Source: an optimization exercise on an open RTL-to-GDS flow (aim: small area, a short achievable clock period and few clock cycles). Production flows keep margins and buffers that such runs may drop. Only simulation tests tie the RTL to the original design; equivalence was not proved. No activity file was given, so power comes from the tool's default toggle rates.

$ cat design/flow/config.mk
export PLATFORM = sky130hd
export DESIGN_NAME = pscb
export DESIGN_NICKNAME = pscb
export VERILOG_FILES = /design/flow/design.v
export SDC_FILE = /design/flow/constraint.sdc
export NUM_CORES = 4
export LEC_CHECK = 0
export CAP_MARGIN = 20
export CORE_MARGIN = 2
export CORE_UTILIZATION = 55
export CTS_CLUSTER_DIAMETER = 100
export CTS_CLUSTER_SIZE = 25
export SLEW_MARGIN = 20
export TNS_END_PERCENT = 10
$ cat design/flow/constraint.sdc
create_clock -name core_clock -period 8.0 [get_ports {clk}]
set_input_delay 1.6000 -clock core_clock [delete_from_list [all_inputs] [get_ports {clk}]]
set_output_delay 1.6000 -clock core_clock [all_outputs]
set_load 0.01 [all_outputs]
$ cat design/flow/design.v
module pscb (
    input  wire        clk,
    input  wire        rst,           
    input  wire        req_valid,
    output reg         req_ready,
    input  wire        req_write,
    input  wire [2:0]  req_addr,      
    input  wire [31:0] req_wdata,
    output reg         rsp_valid,
    output reg  [31:0] rsp_rdata,
    output reg         pk_valid,
    output reg  [7:0]  pk_data,
    output reg         up_valid,
    output reg  [7:0]  up_data
);
    localparam [1:0] MODE_IDLE   = 2'd0;
    localparam [1:0] MODE_WRITER = 2'd1;
    localparam [1:0] MODE_READER = 2'd2;
    localparam [3:0] F_NONE        = 4'd0;
    localparam [3:0] F_ILLEGAL_CMD = 4'd1;
    localparam [3:0] F_BS_MODE     = 4'd2;
    localparam [3:0] F_BS_OOB      = 4'd3;
    localparam [3:0] F_BS_OVERFLOW = 4'd4;
    localparam [3:0] F_UP_DOMAIN   = 4'd5;
    localparam [7:0] OP_PKPUSH  = 8'h10;
    localparam [7:0] OP_PKFLUSH = 8'h11;
    localparam [7:0] OP_UPPUSH  = 8'h12;
    localparam [7:0] OP_UPEND   = 8'h13;
    localparam [7:0] OP_WROPEN  = 8'h20;
    localparam [7:0] OP_RDOPEN  = 8'h21;
    localparam [7:0] OP_RD      = 8'h24;
    localparam [7:0] OP_WR      = 8'h25;
    localparam [7:0] OP_SKIP    = 8'h26;
    localparam [7:0] OP_ALIGN   = 8'h27;
    localparam [7:0] OP_BIASD   = 8'h30;
    localparam [7:0] OP_BIASE   = 8'h31;
    localparam [7:0] OP_ENUMD   = 8'h32;
    localparam [7:0] OP_ENUME   = 8'h33;
    localparam integer K_READ   = 0;    
    localparam integer K_ACCW   = 1;    
    localparam integer K_CMD    = 2;    
    localparam integer K_ILL    = 3;    
    localparam integer K_PKPUSH = 4;
    localparam integer K_PKFL   = 5;
    localparam integer K_UPPUSH = 6;
    localparam integer K_UPEND  = 7;
    localparam integer K_WROPEN = 8;
    localparam integer K_RDOPEN = 9;
    localparam integer K_RD     = 10;
    localparam integer K_WR     = 11;
    localparam integer K_SKIP   = 12;
    localparam integer K_ALIGN  = 13;
    localparam integer K_BIASD  = 14;
    localparam integer K_BIASE  = 15;
    localparam integer K_ENUM   = 16;
    localparam integer NK       = 17;
    reg [31:0] acc;
    reg [8:0]  len;             
    reg [11:0] off;             
    reg [1:0]  mode;
    reg [3:0]  fault;
    reg [7:0]  pk_buf [0:6];
    reg [2:0]  pk_k;
    reg [6:0]  up_msb;
    reg [2:0]  up_j;
    reg          q_v;           
    reg [NK-1:0] q_k;
    reg [2:0]    q_a;
    reg [31:0]   q_d;
    reg          s_v;           
    reg          s_w;
    reg [2:0]    s_a;
    reg [31:0]   s_d;
    reg        halted;          
    reg [11:0] room;            
    reg [5:0]  lw;              
    reg [5:0]  offm1;           
    reg [5:0]  q_e;             
    reg [31:0] q_t;             
    reg [31:0] q_h;             
    reg [2:0]  ph;              
    reg [3:0]  sw;              
    reg [63:0] win;             
    reg [1:0]  wv;              
    reg        pend;            
    reg [5:0]  pidx;            
    reg        swz;             
    reg        blk_hit;         
    reg [7:0]  pdec;            
    reg [2:0]  em_i;            
    reg [2:0]  em_n;            
    reg        rh_v;            
    reg        rb_v;            
    reg [31:0] rsp_b;
    reg [31:0] ring [0:63];     
    function [NK-1:0] kind_of(input w, input [2:0] a, input [31:0] d);
        reg [7:0] o, g;
        reg       c, ill;
        begin
            o = d[15:8];
            g = d[7:0];
            c = w && (a == 3'd0);
            case (o)
                OP_PKPUSH, OP_UPPUSH, OP_SKIP:                     ill = 1'b0;
                OP_PKFLUSH, OP_UPEND, OP_WROPEN, OP_RDOPEN,
                OP_ALIGN, OP_BIASD, OP_BIASE:                      ill = (g != 8'd0);
                OP_RD, OP_WR:                                      ill = (g > 8'd32);
                OP_ENUMD, OP_ENUME:                                ill = (g > 8'd9);
                default:                                           ill = 1'b1;
            endcase
            if (d[31:16] != 16'd0)
                ill = 1'b1;
            kind_of           = {NK{1'b0}};
            kind_of[K_READ]   = !w;
            kind_of[K_ACCW]   = w && (a == 3'd1);
            kind_of[K_CMD]    = c;
            kind_of[K_ILL]    = c && ill;
            kind_of[K_PKPUSH] = c && (o == OP_PKPUSH);
            kind_of[K_PKFL]   = c && (o == OP_PKFLUSH);
            kind_of[K_UPPUSH] = c && (o == OP_UPPUSH);
            kind_of[K_UPEND]  = c && (o == OP_UPEND);
            kind_of[K_WROPEN] = c && (o == OP_WROPEN);
            kind_of[K_RDOPEN] = c && (o == OP_RDOPEN);
            kind_of[K_RD]     = c && (o == OP_RD);
            kind_of[K_WR]     = c && (o == OP_WR);
            kind_of[K_SKIP]   = c && (o == OP_SKIP);
            kind_of[K_ALIGN]  = c && (o == OP_ALIGN);
            kind_of[K_BIASD]  = c && (o == OP_BIASD);
            kind_of[K_BIASE]  = c && (o == OP_BIASE);
            kind_of[K_ENUM]   = c && ((o == OP_ENUMD) || (o == OP_ENUME));
        end
    endfunction
    wire          in_acc = req_valid && req_ready;
    wire          src_w  = s_v ? s_w : req_write;
    wire [2:0]    src_a  = s_v ? s_a : req_addr;
    wire [31:0]   src_d  = s_v ? s_d : req_wdata;
    wire [NK-1:0] src_k  = kind_of(src_w, src_a, src_d);
    wire [7:0]  arg = q_d[7:0];
    wire [5:0]  n6  = arg[5:0];
    wire        nz  = (n6 != 6'd0);
    wire k_read   = q_k[K_READ];
    wire k_accw   = q_k[K_ACCW];
    wire k_cmd    = q_k[K_CMD];
    wire k_ill    = q_k[K_ILL];
    wire k_pkpush = q_k[K_PKPUSH];
    wire k_pkfl   = q_k[K_PKFL];
    wire k_uppush = q_k[K_UPPUSH];
    wire k_upend  = q_k[K_UPEND];
    wire k_wropen = q_k[K_WROPEN];
    wire k_rdopen = q_k[K_RDOPEN];
    wire k_rd     = q_k[K_RD];
    wire k_wr     = q_k[K_WR];
    wire k_skip   = q_k[K_SKIP];
    wire k_align  = q_k[K_ALIGN];
    wire k_biasd  = q_k[K_BIASD];
    wire k_biase  = q_k[K_BIASE];
    wire k_enum   = q_k[K_ENUM];
    wire k_move   = k_rd || k_wr || k_skip;
    wire m_idle   = (mode == MODE_IDLE);
    wire m_writer = (mode == MODE_WRITER);
    wire m_reader = (mode == MODE_READER);
    function gt8(input [7:0] a, input [7:0] b);
        reg [7:0] g1, l1;
        reg [3:0] g2, l2;
        reg [1:0] g3, l3;
        integer u;
        begin
            for (u = 0; u < 8; u = u + 1) begin
                g1[u] = a[u] & ~b[u];
                l1[u] = ~a[u] & b[u];
            end
            for (u = 0; u < 4; u = u + 1) begin
                g2[u] = g1[2*u+1] | (~l1[2*u+1] & g1[2*u]);
                l2[u] = l1[2*u+1] | (~g1[2*u+1] & l1[2*u]);
            end
            for (u = 0; u < 2; u = u + 1) begin
                g3[u] = g2[2*u+1] | (~l2[2*u+1] & g2[2*u]);
                l3[u] = l2[2*u+1] | (~g2[2*u+1] & l2[2*u]);
            end
            gt8 = g3[1] | (~l3[1] & g3[0]);
        end
    endfunction
    wire past  = (room[11:8] == 4'd0) && gt8(arg, room[7:0]);    
    wire f_mode = ((k_rdopen || k_align || k_skip) && m_idle) ||
                  (k_rd && !m_reader) || (k_wr && !m_writer);
    wire f_past = k_move && past;
    wire f_dom  = k_uppush && arg[7];
    wire f_any  = k_ill || f_mode || f_past || f_dom;
    wire [3:0] f_code = k_ill  ? F_ILLEGAL_CMD :
                        f_mode ? F_BS_MODE :
                        f_past ? (m_reader ? F_BS_OOB : F_BS_OVERFLOW) :
                                 F_UP_DOMAIN;
    wire [6:0]  cw      = off[11:5];                 
    wire [6:0]  cw1     = cw + 7'd1;
    wire        al_x    = (lw < 6'd8);               
    wire        mv_x    = !gt8({2'd0, lw}, arg);          
    wire        xing    = (k_move && mv_x) || (k_align && al_x);
    wire        xing1   = k_align || (arg[7:5] == 3'd0) ||
                          ((arg[7:5] == 3'd1) && gt8({2'd0, lw}, {3'd0, arg[4:0]}));
    wire        span    = gt8({2'd0, n6}, {2'd0, lw});    
    wire [11:0] off_aln = (off + 12'd7) & ~12'd7;
    wire [11:0] off_mv  = k_align ? off_aln : (off + {4'd0, arg});
    wire [5:0]  offm1_mv = k_align ? (offm1 | 6'd7) : q_e;
    wire [5:0]  lw_mv   = 6'd32 - {1'b0, off_mv[4:0]};
    wire [5:0]  e_end = q_e;
    function [31:0] therm_of(input [5:0] n);
        integer t;
        begin
            for (t = 0; t < 32; t = t + 1)
                therm_of[t] = (t < n);
        end
    endfunction
    wire [31:0] therm = q_t;
    function [31:0] hsel_of(input [5:0] e);
        integer hi;
        begin
            for (hi = 0; hi < 32; hi = hi + 1)
                hsel_of[hi] = e[5] ^ (hi > e[4:0]);
        end
    endfunction
    wire [31:0] hsel = q_h;
    wire [31:0] merged = (win[63:32] & hsel) | (win[31:0] & ~hsel);
    wire [31:0] rot_in = m_reader ? merged : (acc & therm);
    wire [31:0] rot_rev;
    genvar g;
    generate
        for (g = 0; g < 32; g = g + 1) begin : g_rev
            assign rot_rev[g] = rot_in[31 - g];
        end
    endgenerate
    wire [4:0]  rs = ~e_end[4:0];
    wire [31:0] r0 = rs[0] ? {rot_rev[0],    rot_rev[31:1]}  : rot_rev;
    wire [31:0] r1 = rs[1] ? {r0[1:0],       r0[31:2]}       : r0;
    wire [31:0] r2 = rs[2] ? {r1[3:0],       r1[31:4]}       : r1;
    wire [31:0] r3 = rs[3] ? {r2[7:0],       r2[31:8]}       : r2;
    wire [31:0] rot = rs[4] ? {r3[15:0],      r3[31:16]}      : r3;
    wire [31:0] rd_field = rot & therm;
    wire [31:0] port_out [0:7];
    generate
        for (g = 0; g < 8; g = g + 1) begin : g_port
            assign port_out[g] = ring[56 + g];
        end
    endgenerate
    wire        commit = pend && swz && blk_hit;
    wire [31:0] cdata  = pidx[0] ? win[63:32] : win[31:0];
    wire em_busy = (em_i != em_n);
    wire [2:0] em_left = em_n - em_i;
    wire rel     = (em_left <= 3'd1);                
    wire st_pk = ((k_pkpush && (pk_k == 3'd6)) || (k_pkfl && (pk_k != 3'd0))) && em_busy;
    wire st_rd = k_rd && m_reader &&
                 ((nz && !cw[6] && !wv[cw[0]]) || (span && !cw1[6] && !wv[~cw[0]]));
    wire st_wr = m_writer && pend &&
                 (((k_wr || k_skip) && mv_x) || (k_align && al_x) ||
                  (k_wr && nz && (cw[0] == pidx[0])));
    wire st_ro = k_rdopen && m_writer && pend;
    wire st_rq = k_read && rh_v && rb_v;
    wire stall = st_pk || st_rd || st_wr || st_ro || st_rq;
    wire go    = q_v && !stall;
    wire run    = q_v && !halted;
    wire ex_pk  = run && (k_pkpush || k_pkfl) && !k_ill && !st_pk;
    wire ex_up  = run && (k_uppush || k_upend) && !k_ill && !f_dom;
    wire ex_wo  = run && k_wropen && !k_ill;
    wire ex_ro  = run && k_rdopen && !k_ill && !m_idle && !st_ro;
    wire ex_mv  = run && (k_move || k_align) && !k_ill && !f_mode && !f_past && !st_rd && !st_wr;
    wire mv_go  = q_v && (k_move || k_align) && !st_rd && !st_wr;
    wire op_go  = q_v && (k_wropen || k_rdopen);
    wire ex_fx  = run && (k_biasd || k_biase || k_enum) && !k_ill;
    wire ex_aw  = run && k_accw;
    wire ex_rd  = q_v && k_read && !st_rq;
    wire set_f  = go && k_cmd && !halted && f_any;
    wire [31:0] biasd_val = acc - 32'd64;
    reg [31:0] biase_val;
    always @(*) begin
        if (acc[31] && (acc[30:6] != {25{1'b1}}))           
            biase_val = 32'd0;
        else if (!acc[31] && (acc[30:6] != 25'd0))           
            biase_val = 32'd127;
        else
            biase_val = {25'd0, ~acc[6], acc[5:0]};          
    end
    reg [3:0] enum_size;
    always @(*) begin
        case (arg[3:0])
            4'd0: enum_size = 4'd3;
            4'd1: enum_size = 4'd3;
            4'd2: enum_size = 4'd8;
            4'd3: enum_size = 4'd3;
            4'd4: enum_size = 4'd4;
            4'd5: enum_size = 4'd4;
            4'd6: enum_size = 4'd4;
            4'd7: enum_size = 4'd6;
            4'd8: enum_size = 4'd8;
            default: enum_size = 4'd8;
        endcase
    end
    wire [31:0] enum_val = ((acc[31:4] == 28'd0) && gt8({4'd0, enum_size}, {4'd0, acc[3:0]})) ? acc : 32'd0;
    wire [11:0] wr_bytes = (off + 12'd7) >> 3;
    reg [31:0] rd_val;
    always @(*) begin
        case (q_a)
            3'd1: rd_val = acc;
            3'd2: rd_val = {24'd0, fault, 2'b00, mode};
            3'd3: rd_val = {20'd0, off};
            3'd4: rd_val = m_reader ? {23'd0, len} :
                           m_writer ? {20'd0, wr_bytes} : 32'd0;
            3'd5: rd_val = {17'd0, up_msb, 1'b0, up_j, 1'b0, pk_k};
            default: rd_val = 32'd0;
        endcase
    end
    reg [6:0] msb_byte;
    integer i;
    always @(*) begin
        for (i = 0; i < 6; i = i + 1)
            msb_byte[i] = (i < pk_k) && pk_buf[i][7];
        msb_byte[6] = k_pkpush && arg[7];
    end
    always @(posedge clk) begin
        if (ex_pk && k_pkpush)
            pk_buf[pk_k] <= arg;
    end
    integer r, j;
    always @(posedge clk) begin
        for (r = 0; r < 8; r = r + 1) begin
            for (j = 7; j > 0; j = j - 1)
                ring[r + 8 * j] <= ring[r + 8 * (j - 1)];
            if (!swz)
                ring[r] <= 32'd0;
            else if (commit && pdec[r])
                ring[r] <= cdata;
            else
                ring[r] <= port_out[r];
        end
    end
    wire       pset  = m_writer && ((ex_ro && !cw[6]) || (mv_go && xing));
    wire [2:0] ph_nx = rst ? 3'd0 : ph + 3'd1;
    always @(posedge clk) begin
        blk_hit <= pset ? (cw[5:3] == ph_nx) : (pidx[5:3] == ph_nx);
        if (pset)
            pdec <= 8'd1 << cw[2:0];
    end
    wire [6:0] fw0 = cw[0] ? cw1 : cw;               
    wire [6:0] fw1 = cw[0] ? cw : cw1;               
    wire       fetch0 = m_reader && !wv[0] && !(pend && !pidx[0]) && swz &&
                        !fw0[6] && (fw0[5:3] == ph);
    wire       fetch1 = m_reader && !wv[1] && !(pend && pidx[0]) && swz &&
                        !fw1[6] && (fw1[5:3] == ph);
    wire       wr_or  = mv_go && k_wr;
    always @(posedge clk) begin
        if (ex_wo)
            win <= 64'd0;
        else begin
            if (fetch0)
                win[31:0] <= port_out[{fw0[2:1], 1'b0}];
            else if (commit && !pidx[0])
                win[31:0] <= 32'd0;
            else if (wr_or)
                win[31:0] <= win[31:0] | (rot & ~hsel);
            if (fetch1)
                win[63:32] <= port_out[{fw1[2:1], 1'b1}];
            else if (commit && pidx[0])
                win[63:32] <= 32'd0;
            else if (wr_or)
                win[63:32] <= win[63:32] | (rot & hsel);
        end
    end
    wire q_free = !q_v || go;
    wire [5:0] e_next;
    wire [5:0] e_base = !q_v                      ? offm1 :
                        (k_wropen || k_rdopen)    ? 6'd63 :
                        k_align                   ? (offm1 | 6'd7) :
                        k_move                    ? q_e : offm1;
    assign e_next = e_base + src_d[5:0];
    always @(posedge clk) begin
        if (q_free) begin
            q_k <= src_k;
            q_a <= src_a;
            q_d <= src_d;
            q_e <= e_next;
            q_h <= hsel_of(e_next);
            q_t <= therm_of(src_d[5:0]);
        end
        if (!s_v) begin
            s_w <= req_write;
            s_a <= req_addr;
            s_d <= req_wdata;
        end
    end
    always @(posedge clk) begin
        if (rst) begin
            q_v       <= 1'b0;
            s_v       <= 1'b0;
            req_ready <= 1'b1;
            acc       <= 32'd0;
            len       <= 9'd0;
            off       <= 12'd0;
            room      <= 12'd0;
            lw        <= 6'd32;
            offm1     <= 6'd63;
            mode      <= MODE_IDLE;
            fault     <= F_NONE;
            halted    <= 1'b0;
            pk_k      <= 3'd0;
            up_msb    <= 7'd0;
            up_j      <= 3'd0;
            ph        <= 3'd0;
            sw        <= 4'd0;
            swz       <= 1'b1;
            wv        <= 2'b00;
            pend      <= 1'b0;
            em_i      <= 3'd0;
            em_n      <= 3'd0;
            rsp_valid <= 1'b0;
            rh_v      <= 1'b0;
            rb_v      <= 1'b0;
            pk_valid  <= 1'b0;
            up_valid  <= 1'b0;
        end else begin
            ph        <= ph + 3'd1;
            rsp_valid <= 1'b0;
            pk_valid  <= 1'b0;
            up_valid  <= 1'b0;
            if (q_free)
                q_v <= s_v || in_acc;
            if (s_v)
                s_v <= !q_free;
            else
                s_v <= in_acc && !q_free;
            req_ready <= !(s_v ? !q_free : (in_acc && !q_free));
            if (sw != 4'd0)
                sw <= sw - 4'd1;
            swz <= !ex_wo && (sw <= 4'd1);
            if (commit)
                pend <= 1'b0;
            if (fetch0)
                wv[0] <= 1'b1;
            if (fetch1)
                wv[1] <= 1'b1;
            if (em_busy) begin
                pk_valid <= 1'b1;
                pk_data  <= {1'b0, pk_buf[em_i][6:0]};
                em_i     <= em_i + 3'd1;
            end
            if (ex_rd) begin
                if (!rh_v && !rb_v) begin
                    rsp_rdata <= rd_val;
                    rsp_valid <= rel;
                    rh_v      <= !rel;
                end else if (!rh_v) begin
                    rsp_rdata <= rsp_b;
                    rsp_valid <= rel;
                    rh_v      <= !rel;
                    rsp_b     <= rd_val;
                end else begin
                    rsp_valid <= rel;
                    rh_v      <= !rel;
                    rsp_b     <= rd_val;
                    rb_v      <= 1'b1;
                end
            end else if (rh_v) begin
                rsp_valid <= rel;
                rh_v      <= !rel;
            end else if (rb_v) begin
                rsp_rdata <= rsp_b;
                rsp_valid <= rel;
                rh_v      <= !rel;
                rb_v      <= 1'b0;
            end
            if (set_f) begin
                fault  <= f_code;
                halted <= 1'b1;
            end
            if (ex_aw)
                acc <= q_d;
            else if (ex_mv && k_rd)
                acc <= rd_field;
            else if (ex_fx)
                acc <= k_biasd ? biasd_val : k_biase ? biase_val : enum_val;
            if (ex_pk) begin
                if (k_pkpush && (pk_k != 3'd6))
                    pk_k <= pk_k + 3'd1;
                else if (pk_k != 3'd0 || k_pkpush) begin
                    pk_valid <= 1'b1;
                    pk_data  <= {1'b0, msb_byte};
                    em_i     <= 3'd0;
                    em_n     <= k_pkpush ? 3'd7 : pk_k;
                    pk_k     <= 3'd0;
                end
            end
            if (ex_up) begin
                if (k_upend)
                    up_j <= 3'd0;
                else if (up_j == 3'd0) begin
                    up_msb <= arg[6:0];
                    up_j   <= 3'd1;
                end else begin
                    up_valid <= 1'b1;
                    up_data  <= {up_msb[up_j - 3'd1], arg[6:0]};
                    up_j     <= up_j + 3'd1;
                end
            end
            if (ex_wo) begin
                len   <= 9'd0;
                off   <= 12'd0;
                lw    <= 6'd32;
                offm1 <= 6'd63;
                room  <= 12'd2048;
                mode  <= MODE_WRITER;
                sw    <= 4'd8;
                pend  <= 1'b0;
                wv    <= 2'b00;
            end
            if (ex_ro) begin
                if (m_writer) begin
                    len  <= wr_bytes[8:0];
                    room <= off_aln;
                    if (!cw[6]) begin
                        pend <= 1'b1;
                        pidx <= cw[5:0];
                    end
                end else
                    room <= {len, 3'b000};
                off   <= 12'd0;
                lw    <= 6'd32;
                offm1 <= 6'd63;
                mode  <= MODE_READER;
                wv    <= 2'b00;
            end
            if (ex_mv)
                off   <= off_mv;
            if (mv_go) begin
                lw    <= lw_mv;
                offm1 <= offm1_mv;
                room  <= k_align ? (room & ~12'd7) : (room - {4'd0, arg});
                if (xing) begin
                    if (m_writer) begin
                        pend <= 1'b1;
                        pidx <= cw[5:0];
                    end else if (xing1)
                        wv[cw[0]] <= 1'b0;
                    else
                        wv <= 2'b00;
                end
            end
        end
    end
endmodule
$ cat design/flow/flow/run.sh
#!/bin/bash
# The standard layout (standard.sh), with the setup repair aimed high only up to
# clock tree synthesis (after global routing it only fixes real violations), and
# buf_4 as the port buffers.
set -euo pipefail
bash standard.sh SETUP_SLACK_MARGIN=5 "BUFFER_PORTS_ARGS=-buffer_cell sky130_fd_sc_hd__buf_4" cts > stage_cts.log 2>&1
bash standard.sh SETUP_SLACK_MARGIN=0 finish > stage_finish.log 2>&1
test -f out/final.def
$ cat design/flow/standard.sh
#!/bin/bash
# synth_recipe.tcl (not shown) runs the flow's synth.tcl, then flattens the netlist and writes it again
# the make line also repeats each setting of config.mk as NAME=value (left out here)
make -C /OpenROAD-flow-scripts/flow DESIGN_CONFIG=/design/flow/config.mk WORK_HOME=/design/flow/orfs CLKGATE_MAP_FILE= SYNTH_SCRIPT=/design/flow/synth_recipe.tcl "${@:-finish}"
==> results_dict.tcl, run 1 <==
set metrics [dict create \
    antenna_found_initial 1 \
    max-slew-margin-rel 0.285 \
    placed_area_sq_mm 0.0762 \
    clkLatencyLatePin_ns 0.79 \
    top_usage_layer "met2" \
    syn_avg_cell_area_sq_um 13.6 \
    p_clk_frac 0.311 \
    ir_drop_v 0.000196 \
    crit_fanout 47 \
    fp-row-count 134 \
    fp.dieArea_sq_mm 0.137 \
    min_period_ns 3.29 \
    critical_path.top_delay_family "multiplexers" \
    worstMarginPinSlew_ns 1.04 \
    cts_inserted_buffers 112 \
    synth_enable_flop_cells 275 \
    ys_seq_area_frac 0.730 \
    period_share 0.412 \
    rsz0062_at_grt "no" \
    avgRoutedWirePerCell_um 22.0 \
    seqCellArea_sq_mm 0.0538 \
    worst_path_max_delay_cell "mux4_2" \
    arrival_ns 3.99 \
    dpl_worst_slack_ns 3.40 \
    postLayoutCoreUtil 0.599 \
    fin_cells 7246 \
    synthCells 5427 \
    syn_area_sq_mm 0.0737 \
    p_sw_mw 4.40 \
    r2r_end "acc[24]$_SDFFE_PP0P_" \
    grt_pass1_wl_mm 239 \
    synthFlopType "dfxtp_1" \
    ant_nets 0 \
    whs_path_depth 0 \
    finalInstanceArea_sq_mm 0.0798 \
    post_drt_via_cell_ratio 5.48 \
    cp_num_buf_inv 1 \
    fp.coreArea_sq_mm 0.133 \
    crit_path_start_kind "flip-flop" \
    initial_core_util 0.553 \
    syn_nets 5520 \
    maxSlewViolCount 0 \
    setup_viol 0 \
    synth.distinct_cells 83 \
    synth-seq-cells 2549 \
    ctsHoldBuffers 0 \
    cp_cell_sequence "nor2b_4 > buf_12 > mux4_2 > mux4_2 > mux2i_1 > mux2_2 > nand3_1 > a311oi_1" \
    internal_power_mw 16.0 \
    drt_drc_violations_left 0 \
    max_stage_delay_ns 0.64 \
    r2r_cells 8 \
    dr.pass1.iters 5 \
    rr_startpoint "mode[0]$_SDFFE_PP0P_" \
    clk_pin_slew_worst_paths_ns 0.12 \
    yosysWarnings 2 \
    synth-async-reset-ratio 0 \
    drive_above_1_share 0.113 \
    p_sw_frac 0.216 \
    vias 39700 \
    layout.nets 5538 \
    yosysTopAreaCell "dfxtp_1" \
    grt_use_met1 0.342 \
    synth_top_area_frac 0.618 \
    min_from "ring[19][12]$_DFF_P_" \
    comb_power_share 0.043 \
    placed_cells_incl_taps 7066 \
    max_cap_violations 0 \
    hp-class "flip-flop to flip-flop" \
    p_seq_frac 0.647 \
    place_congestion 0.904 \
    drtIter0Drc 3016 \
    fillers 10500 \
    routed_wl_mm 159 \
    grt_util_all_layers 0.232 \
    status "finished clean" \
    fin_setup_tns_ns 0 \
    clock.fmax_ghz 0.304 \
    grt_util_met2 0.344 \
    reg2reg_slack_ns 4.71 \
    dieHeight_um 370 \
    endpoint_kind "flip-flop" \
    synthTopCellsByArea "dfxtp_1 62%, edfxtp_1 11%, o211a_1 3.5%, mux4_2 3.3%, nand2_1 2.2%" \
    multi_input_area_sq_mm 0.0187 \
    cts.sinks 2549 \
    yosysMostFrequentCell "dfxtp_1" \
    cpMostUsedCell "mux4_2" \
    worstHoldEndpoint "ring[27][12]$_DFF_P_" \
    fin_skew_ns 0.0362 \
    cts_tree "built" \
    die_w_um 370 \
    setup_ws_ns 4.71 \
    cts_buffer_depth 3 \
    netlist_top_cells_count "2274 x dfxtp_1, 433 x nand2_1, 275 x edfxtp_1, 259 x o211a_1, 247 x a21oi_1" \
    areaGrowthSynthToFinish_pct 8.27 \
    crit_start "mode[0]$_SDFFE_PP0P_" \
    cts_max_level 3 \
    grt_pass1_vias 38100 \
    p_leak_nw 31.9 \
    crit_required_ns 8.69 \
    ios 91 \
    power_density_mw_per_mm2 255 \
    numPortBuffers 90 \
    grt_use_met3 0.0394 \
    clockRootBuffer "clkbuf_16" \
    grt_max_degree 162 \
    hpwl_mm 103 \
    grt.overflow.total 0 \
    hold_viol_final 0 \
    crit_type "flip-flop to flip-flop" \
]
state kept, by name, indices dropped and copies added (netlist names), 32 cells and up, named ones only:
register / flops
acc: 32
pk_buf: 62
q_d: 32
q_h: 32
ring: 2048
rsp_b: 32
rsp_rdata: 32
s_d: 32
win: 64
cell usage in the layout, fill, tap and decap left out, types with 69 or more instances in the layout:
| master | count |
|---|---|
| a21oi_1 | 242 |
| buf_4 | 168 |
| clkbuf_16 | 114 |
| dfxtp_1 | 2266 |
| edfxtp_1 | 275 |
| inv_1 | 108 |
| mux2_2 | 94 |
| mux2i_1 | 138 |
| mux4_2 | 109 |
| nand2_1 | 431 |
| nand3_1 | 89 |
| nor2_1 | 230 |
| nor3_1 | 69 |
| o211a_1 | 259 |
| o21ai_0 | 71 |
power by group through the flow:
| stage | Sequential [mW] | Combinational (mW) | Clock, mW |
|---|---|---|---|
| after floorplan | 13.4 | 0.620 | 0 |
| after global placement | 13.5 | 0.838 | 0 |
| after detailed placement | 13.5 | 0.845 | 0 |
| after CTS | 13.2 | 0.875 | 6.53 |
| after global routing | 13.2 | 0.947 | 6.96 |
| final | 13.2 | 0.869 | 6.33 |
layout make-up:
type,instances,area share
sequential,2549,0.674
timing repair buffer,188,0.0197
clock buffer,139,0.0369
clock inverter,7,0.00140
tap,1768,0.0277
antenna,1,0.0000314
inverter,117,0.00561
multi-input combinational,2477,0.234
layer usage:
| layer | part of all wire | up-vias |
|---|---|---|
| met4 | 0.034 | 2 |
| met5 | 0.000044 | - |
| met2 | 0.43 | 1012 |
| met3 | 0.055 | 252 |
| met1 | 0.48 | 19600 |
| li1 | - | 18800 |
what timing repair did:
item	in CTS	in global routing
gates resized for setup	75	0
endpoints found under the setup margin	449	0
setup buffers	31	0
per-stage QoR:
step	power, mW	hold slack (ns)
final	20.4	0.316
after global routing	21.1	0.324
after CTS	20.6	0.314
after detailed placement	14.3	0.312
after global placement	14.3	0.310
after floorplan	14.0	0.310
worst max path at each step:
stage / cells after the start / slack (ns) / end
3_5_place_dp: 9 / 3.40 / q_h[25]$_DFFE_PN_
3_3_place_gp: 9 / 3.41 / q_h[26]$_DFFE_PN_
2_1_floorplan: 12 / 4.37 / q_h[31]$_DFFE_PN_
5_1_grt: 11 / 4.50 / off[9]$_SDFFE_PP0P_
4_1_cts: 15 / 4.79 / q_h[1]$_DFFE_PN_
6_report: 8 / 4.71 / acc[24]$_SDFFE_PP0P_
cell families (layout without fill, tap and decap cells):
family	after synthesis	in the layout	share of synthesized area
AND/OR/NAND/NOR	1073	1073	0.0662
multiplexers	356	356	0.0695
buffers and inverters	402	451	0.0214
AO/OA/AOI/OAI	892	893	0.0915
XOR/XNOR	100	100	0.0119
flip-flops	2549	2549	0.730
other	0	1	0
adder cells (fa/ha/maj)	55	55	0.00971
Testbench counts, summed over its fixed seeds: cycles 45,850.
==> inputs of run 2 (changes only) <==
--- a/design/flow/design.v
+++ b/design/flow/design.v
@@ -371,13 +371,15 @@
                         k_move                    ? q_e : offm1;
     assign e_next = e_base + src_d[5:0];
     always @(posedge clk) begin
+        q_h <= hsel_of(q_free ? e_next : q_e);
+        q_t <= therm_of(q_free ? src_d[5:0] : q_d[5:0]);
+    end
+    always @(posedge clk) begin
         if (q_free) begin
             q_k <= src_k;
             q_a <= src_a;
             q_d <= src_d;
             q_e <= e_next;
-            q_h <= hsel_of(e_next);
-            q_t <= therm_of(src_d[5:0]);
         end
         if (!s_v) begin
             s_w <= req_write;
==> run 2 against run 1 <==
  * Sequential power about the same
  * Largest power group unchanged
  * Clock skew increased by 0.0063 ns
  * Sequential share of layout area down 0.26 points
  * Sequential cell count up 1
  * Die area is 1.6% lower
  * First-iteration DRC count grew 5.0%
  * Largest cell class unchanged
==> results_dict.tcl, run 2 <==
set metrics [dict create \
    placed_cells_incl_taps 7129 \
    period_share 0.451 \
    drt_drc_violations_left 0 \
    final_cell_mix "2335 x dfxtp_1, 385 x nand2_1, 253 x nor2_1" \
    maxSlewViolCount 0 \
    grt_pass1_vias 38600 \
    final_common_cell "dfxtp_1" \
    ctsHoldBuffers 0 \
    hold_viol_final 0 \
    synth-seq-cells 2550 \
    syn_area_sq_mm 0.0725 \
    power_mw 20.4 \
    largest_registers "ring: 2048 flops, win: 64 flops, pk_buf: 62 flops" \
    endpoint_kind "flip-flop" \
    fillers 10500 \
    initial_core_util 0.553 \
    crit_fanout 8 \
    grt_pass1_wl_mm 244 \
    whs_path_depth 0 \
    min_period_ns 3.61 \
    grt_use_met3 0.0298 \
    place_congestion 0.905 \
    r2r_cells 14 \
    cp_cell_sequence "buf_12 > nor2b_4 > o31a_1 > maj3_2 > maj3_2 > o21a_4 > o41ai_4 > buf_6 > buf_12 > mux2i_4 > inv_4 > nor2_4 > nand2_1 > xnor2_1" \
    netlist_top_cells_count "2344 x dfxtp_1, 392 x nand2_1, 264 x nor2_1, 252 x o21ai_0, 226 x a21oi_1" \
    setup_viol 0 \
    crit_type "flip-flop to flip-flop" \
    cp_num_buf_inv 4 \
    synth_enable_flop_cells 206 \
    post_drt_via_cell_ratio 5.43 \
    grt_util_met2 0.370 \
    cts_max_level 3 \
    top_register "ring" \
    yosysWarnings 2 \
    layout.nets 5632 \
    arrival_ns 4.25 \
    top_usage_layer "met2" \
    fp.coreArea_sq_mm 0.131 \
    dieHeight_um 367 \
    max-slew-margin-rel 0.242 \
    synth.distinct_cells 91 \
    power_density_mw_per_mm2 258 \
    clk_pin_slew_worst_paths_ns 0.11 \
    cts_buffer_depth 3 \
    avgRoutedWirePerCell_um 22.2 \
    p_leak_nw 30.8 \
    grt_max_degree 163 \
    drtIter0Drc 3166 \
    crit_required_ns 8.64 \
    hpwl_mm 106 \
    dr.pass1.iters 6 \
    ant_nets 0 \
    fin_cells 7324 \
    worstMarginPinSlew_ns 1.11 \
    antenna_found_initial 1 \
    synthFlopType "dfxtp_1" \
    critical_path.top_delay_family "compound AO/OA/AOI/OAI gates" \
    syn_avg_cell_area_sq_um 13.2 \
    cts.sinks 2550 \
    largest_register_ffs 2048 \
    die_w_um 367 \
    synthTopCellsByArea "dfxtp_1 65%, edfxtp_1 8.5%, mux4_2 2.4%, mux2i_1 2.3%, mux2_2 2.2%" \
    max_stage_delay_ns 0.45 \
    clockRootBuffer "clkbuf_16" \
    synthCells 5490 \
    yosysMostFrequentCell "dfxtp_1" \
    rsz0062_at_grt "no" \
    cts_tree "built" \
    synth-async-reset-ratio 0 \
    numPortBuffers 90 \
    yosysTopAreaCell "dfxtp_1" \
    fp-row-count 133 \
    dpl_worst_slack_ns 2.82 \
    fp.dieArea_sq_mm 0.135 \
    clkLatencyLatePin_ns 0.77 \
    fin_skew_ns 0.0426 \
    fin_setup_tns_ns 0 \
    drive_above_1_share 0.118 \
    areaGrowthSynthToFinish_pct 9.05 \
    setup_ws_ns 4.39 \
    syn_nets 5582 \
    vias 39700 \
    ys_seq_area_frac 0.732 \
    ios 91 \
    grt_util_all_layers 0.239 \
    postLayoutCoreUtil 0.603 \
    routed_wl_mm 163 \
    grt_use_met1 0.349 \
    cp.depth 14 \
    status "finished clean" \
    clock.fmax_ghz 0.277 \
    worst_path_max_delay_cell "edfxtp_1" \
    cts_inserted_buffers 113 \
    crit_path_start_kind "flip-flop" \
    ir_drop_v 0.000238 \
    hp-class "flip-flop to flip-flop" \
    grt.overflow.total 0 \
    max_cap_violations 0 \
    synth_top_area_frac 0.647 \
]
[run 2: changes by cell type after synthesis, sizes merged, moves of 27 or more]
| cell | before | now |
|---|---|---|
| o21ai | 76 | 257 |
| o211a | 259 | 140 |
| nand3 | 92 | 178 |
| dfxtp | 2274 | 2344 |
| edfxtp | 275 | 206 |
| a221oi | 52 | 1 |
| mux2 | 101 | 142 |
| nand2 | 433 | 393 |
| a22oi | 6 | 43 |
| mux4 | 109 | 77 |
| a211o | 3 | 34 |
| inv | 113 | 82 |
| and2 | 36 | 63 |
| or3 | 36 | 9 |
[run 2: power by group]
group	internal, mW	total, mW	switching (mW)
Combinational	0.352	0.932	0.580
Sequential	13.0	13.1	0.159
Clock	2.61	6.34	3.72
[run 2: through the flow]
| stage | hold slack, ns | cell area, sq um |
|---|---|---|
| floorplan | 0.310 | 72600 |
| global placement | 0.309 | 74900 |
| detailed placement | 0.312 | 75000 |
| CTS | 0.311 | 79100 |
| global route | 0.311 | 79100 |
| finish | 0.308 | 79100 |
[run 2: final cells by class]
| cell class | instances | area [sq um] | area share |
|---|---|---|---|
| multi-input cells | 2586 | 18500 | 0.233 |
| well taps | 1755 | 2200 | 0.0278 |
| inverters | 86 | 353 | 0.00446 |
| clock buffers | 132 | 2920 | 0.0369 |
| clock inverters | 11 | 160 | 0.00202 |
| diodes | 1 | 2.50 | 0.0000316 |
| repair inverters | 1 | 16.3 | 0.000206 |
| repair buffers | 202 | 1860 | 0.0235 |
| flip-flops and latches | 2550 | 53100 | 0.672 |
[run 2: timing repair]
item,CTS,global route
setup buffers,43,0
endpoints found under the setup margin,379,0
resized for setup,110,0
[run 2: layer usage]
metal	part of all wire	vias to the layer above
met5	0	-
met2	0.44	1041
li1	-	18900
met1	0.48	19500
met4	0.032	0
met3	0.051	228
[run 2: cells by family after synthesis]
| kind of cell | after synthesis | synth area share |
|---|---|---|
| xor gates and xnor gates | 91 | 0.0110 |
| adders and majority gates | 60 | 0.0106 |
| DFF | 2550 | 0.732 |
| and+or+nand+nor | 1092 | 0.0680 |
| muxes | 384 | 0.0688 |
| AOI/OAI and AO/OA | 959 | 0.0897 |
| buffers and inverters | 354 | 0.0196 |
[run 2: worst paths after layout]
| kind | from | endpoint | slack, ns |
|---|---|---|---|
| worst min-delay path | ring[55][20]$_DFF_P_ | ring[63][20]$_DFF_P_ | 0.31 |
| worst max register to register | q_d[1]$_DFFE_PP_ | q_h[4]$_DFF_P_ | 4.39 |
| worst min register to register | ring[55][20]$_DFF_P_ | ring[63][20]$_DFF_P_ | 0.31 |
| worst max-delay path | q_d[1]$_DFFE_PP_ | q_h[4]$_DFF_P_ | 4.39 |
[run 2: worst reg2reg max path, stage by stage, from the launching register on]
cell and delay, ns:
edfxtp_1 0.45, buf_12 0.16, nor2b_4 0.12, o31a_1 0.24, maj3_2 0.31, maj3_2 0.34
o21a_4 0.23, o41ai_4 0.36, buf_6 0.18, buf_12 0.15, mux2i_4 0.31, inv_4 0.12
nor2_4 0.25, nand2_1 0.11, xnor2_1 0.15
Testbench counts of run 2, summed over its fixed seeds: cycles 45,850.
==> inputs of run 3 (changes only) <==
--- a/design/flow/config.mk
+++ b/design/flow/config.mk
@@ -7,7 +7,7 @@
 export LEC_CHECK = 0
 export CAP_MARGIN = 20
 export CORE_MARGIN = 2
-export CORE_UTILIZATION = 55
+export CORE_UTILIZATION = 65
 export CTS_CLUSTER_DIAMETER = 100
 export CTS_CLUSTER_SIZE = 25
 export SLEW_MARGIN = 20
==> run 3 against run 2 <==
  * Sequential cell count did not move
  * Fmax barely moved
  * Clock-buffer cell count rose by 2
  * Routed wire length fell by 0.58%
  * Global-route usage rose by 4.5 points
==> results_dict.tcl, run 3 <==
set metrics [dict create \
    clk_pin_slew_worst_paths_ns 0.10 \
    largest_registers "ring: 2048 flops, win: 64 flops, pk_buf: 62 flops" \
    max-slew-margin-rel 0.193 \
    setup_viol 0 \
    setup_ws_ns 4.39 \
    routed_wl_mm 162 \
    yosysWarnings 2 \
    areaGrowthSynthToFinish_pct 8.50 \
    synth_compound_area_frac 0.0897 \
    grt_util_all_layers 0.284 \
    clkLatencyLatePin_ns 0.76 \
    grt_pass1_vias 39300 \
    crit_path_start_kind "flip-flop" \
    synth.distinct_cells 91 \
    place_congestion 0.957 \
    synthCells 5490 \
    fp-row-count 122 \
    power_density_mw_per_mm2 258 \
    postLayoutCoreUtil 0.711 \
    top_register "ring" \
    avgRoutedWirePerCell_um 22.9 \
    antenna_found_initial 0 \
    syn_avg_cell_area_sq_um 13.2 \
    synth-async-reset-ratio 0 \
    dieHeight_um 338 \
    hp-class "flip-flop to flip-flop" \
    crit_fanout 38 \
    syn_area_sq_mm 0.0725 \
    placed_cells_incl_taps 6862 \
    fp.coreArea_sq_mm 0.111 \
    worstMarginPinSlew_ns 1.18 \
    rsz0062_at_grt "no" \
    ant_nets 0 \
    post_drt_via_cell_ratio 5.67 \
    layout.nets 5639 \
    hold_viol_final 0 \
    drive_above_1_share 0.119 \
    final_cell_mix "2333 x dfxtp_1, 386 x nand2_1, 258 x nor2_1" \
    period_share 0.451 \
    ir_drop_v 0.000229 \
    synth_enable_flop_cells 206 \
    dr.pass1.iters 6 \
    dpl_worst_slack_ns 2.98 \
    synth_top_area_frac 0.647 \
    syn_nets 5582 \
    synth_simple_gate_area_frac 0.0680 \
    cts_inserted_buffers 112 \
    synth_xor_area_frac 0.0110 \
    min_period_ns 3.61 \
    whs_path_depth 0 \
    drtIter0Drc 3549 \
    fin_setup_tns_ns 0 \
    yosysMostFrequentCell "dfxtp_1" \
    cts_tree "built" \
    rr_startpoint "q_d[1]$_DFFE_PP_" \
    grt_pass1_wl_mm 243 \
    yosysTopAreaCell "dfxtp_1" \
    fin_skew_ns 0.0582 \
    largest_register_ffs 2048 \
    worstHoldEndpoint "ring[17][23]$_DFF_P_" \
    die_w_um 338 \
    crit_required_ns 8.58 \
    fp.dieArea_sq_mm 0.114 \
    clock.fmax_ghz 0.277 \
    min_from "ring[9][23]$_DFF_P_" \
    synthFlopType "dfxtp_1" \
    cts_buffer_depth 3 \
    maxSlewViolCount 0 \
    synthTopCellsByArea "dfxtp_1 65%, edfxtp_1 8.5%, mux4_2 2.4%, mux2i_1 2.3%, mux2_2 2.2%" \
    grt.overflow.total 0 \
    ctsHoldBuffers 0 \
    ios 91 \
    synth-seq-cells 2550 \
    synth_mux_area_frac 0.0688 \
    crit_type "flip-flop to flip-flop" \
    hpwl_mm 105 \
    cts_max_level 3 \
    r2r_cells 13 \
    grt_max_degree 87 \
    p_leak_nw 30.8 \
    fin_cells 7062 \
    reg2reg_slack_ns 4.39 \
    arrival_ns 4.19 \
    netlist_top_cells_count "2344 x dfxtp_1, 392 x nand2_1, 264 x nor2_1, 252 x o21ai_0, 226 x a21oi_1" \
    drt_drc_violations_left 0 \
    cts.sinks 2550 \
    r2r_end "acc[26]$_SDFFE_PP0P_" \
    initial_core_util 0.655 \
    clockRootBuffer "clkbuf_16" \
    endpoint_kind "flip-flop" \
    status "finished clean" \
    vias 40000 \
    ys_seq_area_frac 0.732 \
    synthAdderAreaFrac 0.0106 \
    max_cap_violations 0 \
    final_common_cell "dfxtp_1" \
    synth_top_family_by_area "compound AO/OA/AOI/OAI gates" \
    power_mw 20.3 \
    numPortBuffers 90 \
]
## run 3: cell counts after synthesis
Identical to the previous run, type by type.
## run 3: worst max-delay path by stage
stage / start / end
after global placement: em_i[0]$_SDFF_PP0_ / enum_size[3]$_SDFF_PP1_
after detailed placement: em_i[0]$_SDFF_PP0_ / enum_size[3]$_SDFF_PP1_
final: q_d[1]$_DFFE_PP_ / acc[26]$_SDFFE_PP0P_
after CTS: q_d[1]$_DFFE_PP_ / blk_hit$_DFF_P_
after global routing: acc[18]$_SDFFE_PP0P_ / acc[0]$_SDFFE_PP0P_
after floorplan: req_wdata[1] / q_h[18]$_DFF_P_
## run 3: metrics by stage
step | cell area, sq um | hold WS [ns]
CTS | 78700 | 0.317
floorplan | 72600 | 0.310
global route | 78700 | 0.324
global placement | 74600 | 0.310
detailed placement | 74600 | 0.312
finish | 78700 | 0.300
## run 3: repair_timing
action | 4_1_cts | 5_1_grt
resized for setup | 112 | 0
setup buffers | 52 | 0
endpoints found under the setup margin | 455 | 0
## run 3: area by class of cell
type / instances / area [sq um]
diodes: 1 / 2.50
clock buffers: 134 / 2940
repair inverters: 1 / 16.3
repair buffers: 210 / 1840
fillers: 7582 / 32000
multi-input cells: 2586 / 18500
well taps: 1488 / 1860
inverters: 86 / 348
flip-flops and latches: 2550 / 53100
clock inverters: 6 / 104
## run 3: kinds of logic after synthesis
| logic type | count (synthesis) |
|---|---|
| xor gates and xnor gates | 91 |
| adders and majority gates | 60 |
| and+or+nand+nor | 1092 |
| AOI/OAI and AO/OA | 959 |
| buffers and inverters | 354 |
| DFF | 2550 |
| muxes | 384 |
## run 3: worst max-delay path, cell delays in order, from the launching register on
cell and delay (ns):
edfxtp_1 0.57, inv_1 0.21, fa_1 0.48, o21ba_2 0.23, nor2_1 0.08, o21ai_0 0.11, a21oi_2 0.32, nor4_4 0.10
and3_4 0.26, and2_1 0.19, buf_8 0.18, and3_1 0.20, a2111oi_1 0.39, nor3_1 0.09
## run 3: power by group
group          switching, mW  total [mW]  internal [mW]
combinational          0.535       0.872          0.337
sequential             0.189        13.2           13.0
clock                   3.68        6.28           2.61
## run 3: routing by layer
| metal | track usage | vias to the layer above | share of wire |
|---|---|---|---|
| met5 | 0 | - | 0 |
| li1 | - | 19000 | - |
| met4 | 0.0977 | 0 | 0.033 |
| met1 | 0.401 | 19500 | 0.45 |
| met3 | 0.0408 | 270 | 0.062 |
| met2 | 0.452 | 1295 | 0.46 |

separate check: timing with driven ports:
How much do the figures lean on ideal ports? The routed layouts below were timed once more, with nothing changed but the port constraints.
Step 1 (the two cells are an assumption about what drives the block):
set clk [get_ports {clk}]
set_driving_cell -lib_cell sky130_fd_sc_hd__clkbuf_16 $clk
set_driving_cell -lib_cell sky130_fd_sc_hd__buf_2 [delete_from_list [all_inputs] $clk]
Step 2 times the ports against the registers' clock, not the clock port: input delays grow and output delays shrink by t, the midpoint of the rising clock arrivals with the driver on.
a / b / c = no drivers / after step 1 / after step 2; a / b = the first two.
| run | shift t [ns] | setup WS [ns] | clock arrival spread, ns | worst register clock-pin slew, ns | pins driven straight from the clock port |
|---|---|---|---|---|---|
| run 1 | 0.831 | 4.705 / 4.705 / 3.929 | 0.051 / 0.050 | 0.12 / 0.12 | 1 |
| run 2 | 0.825 | 4.395 / 4.395 / 3.772 | 0.046 / 0.046 | 0.11 / 0.11 | 1 |
| run 3 | 0.802 | 4.394 / 4.394 / 3.816 | 0.061 / 0.061 | 0.11 / 0.11 | 1 |
After both steps setup and hold are still met in every run listed. The setup slack of run 1, which loses most, moves by 0.000 ns with the drivers and by -0.776 ns with both steps.
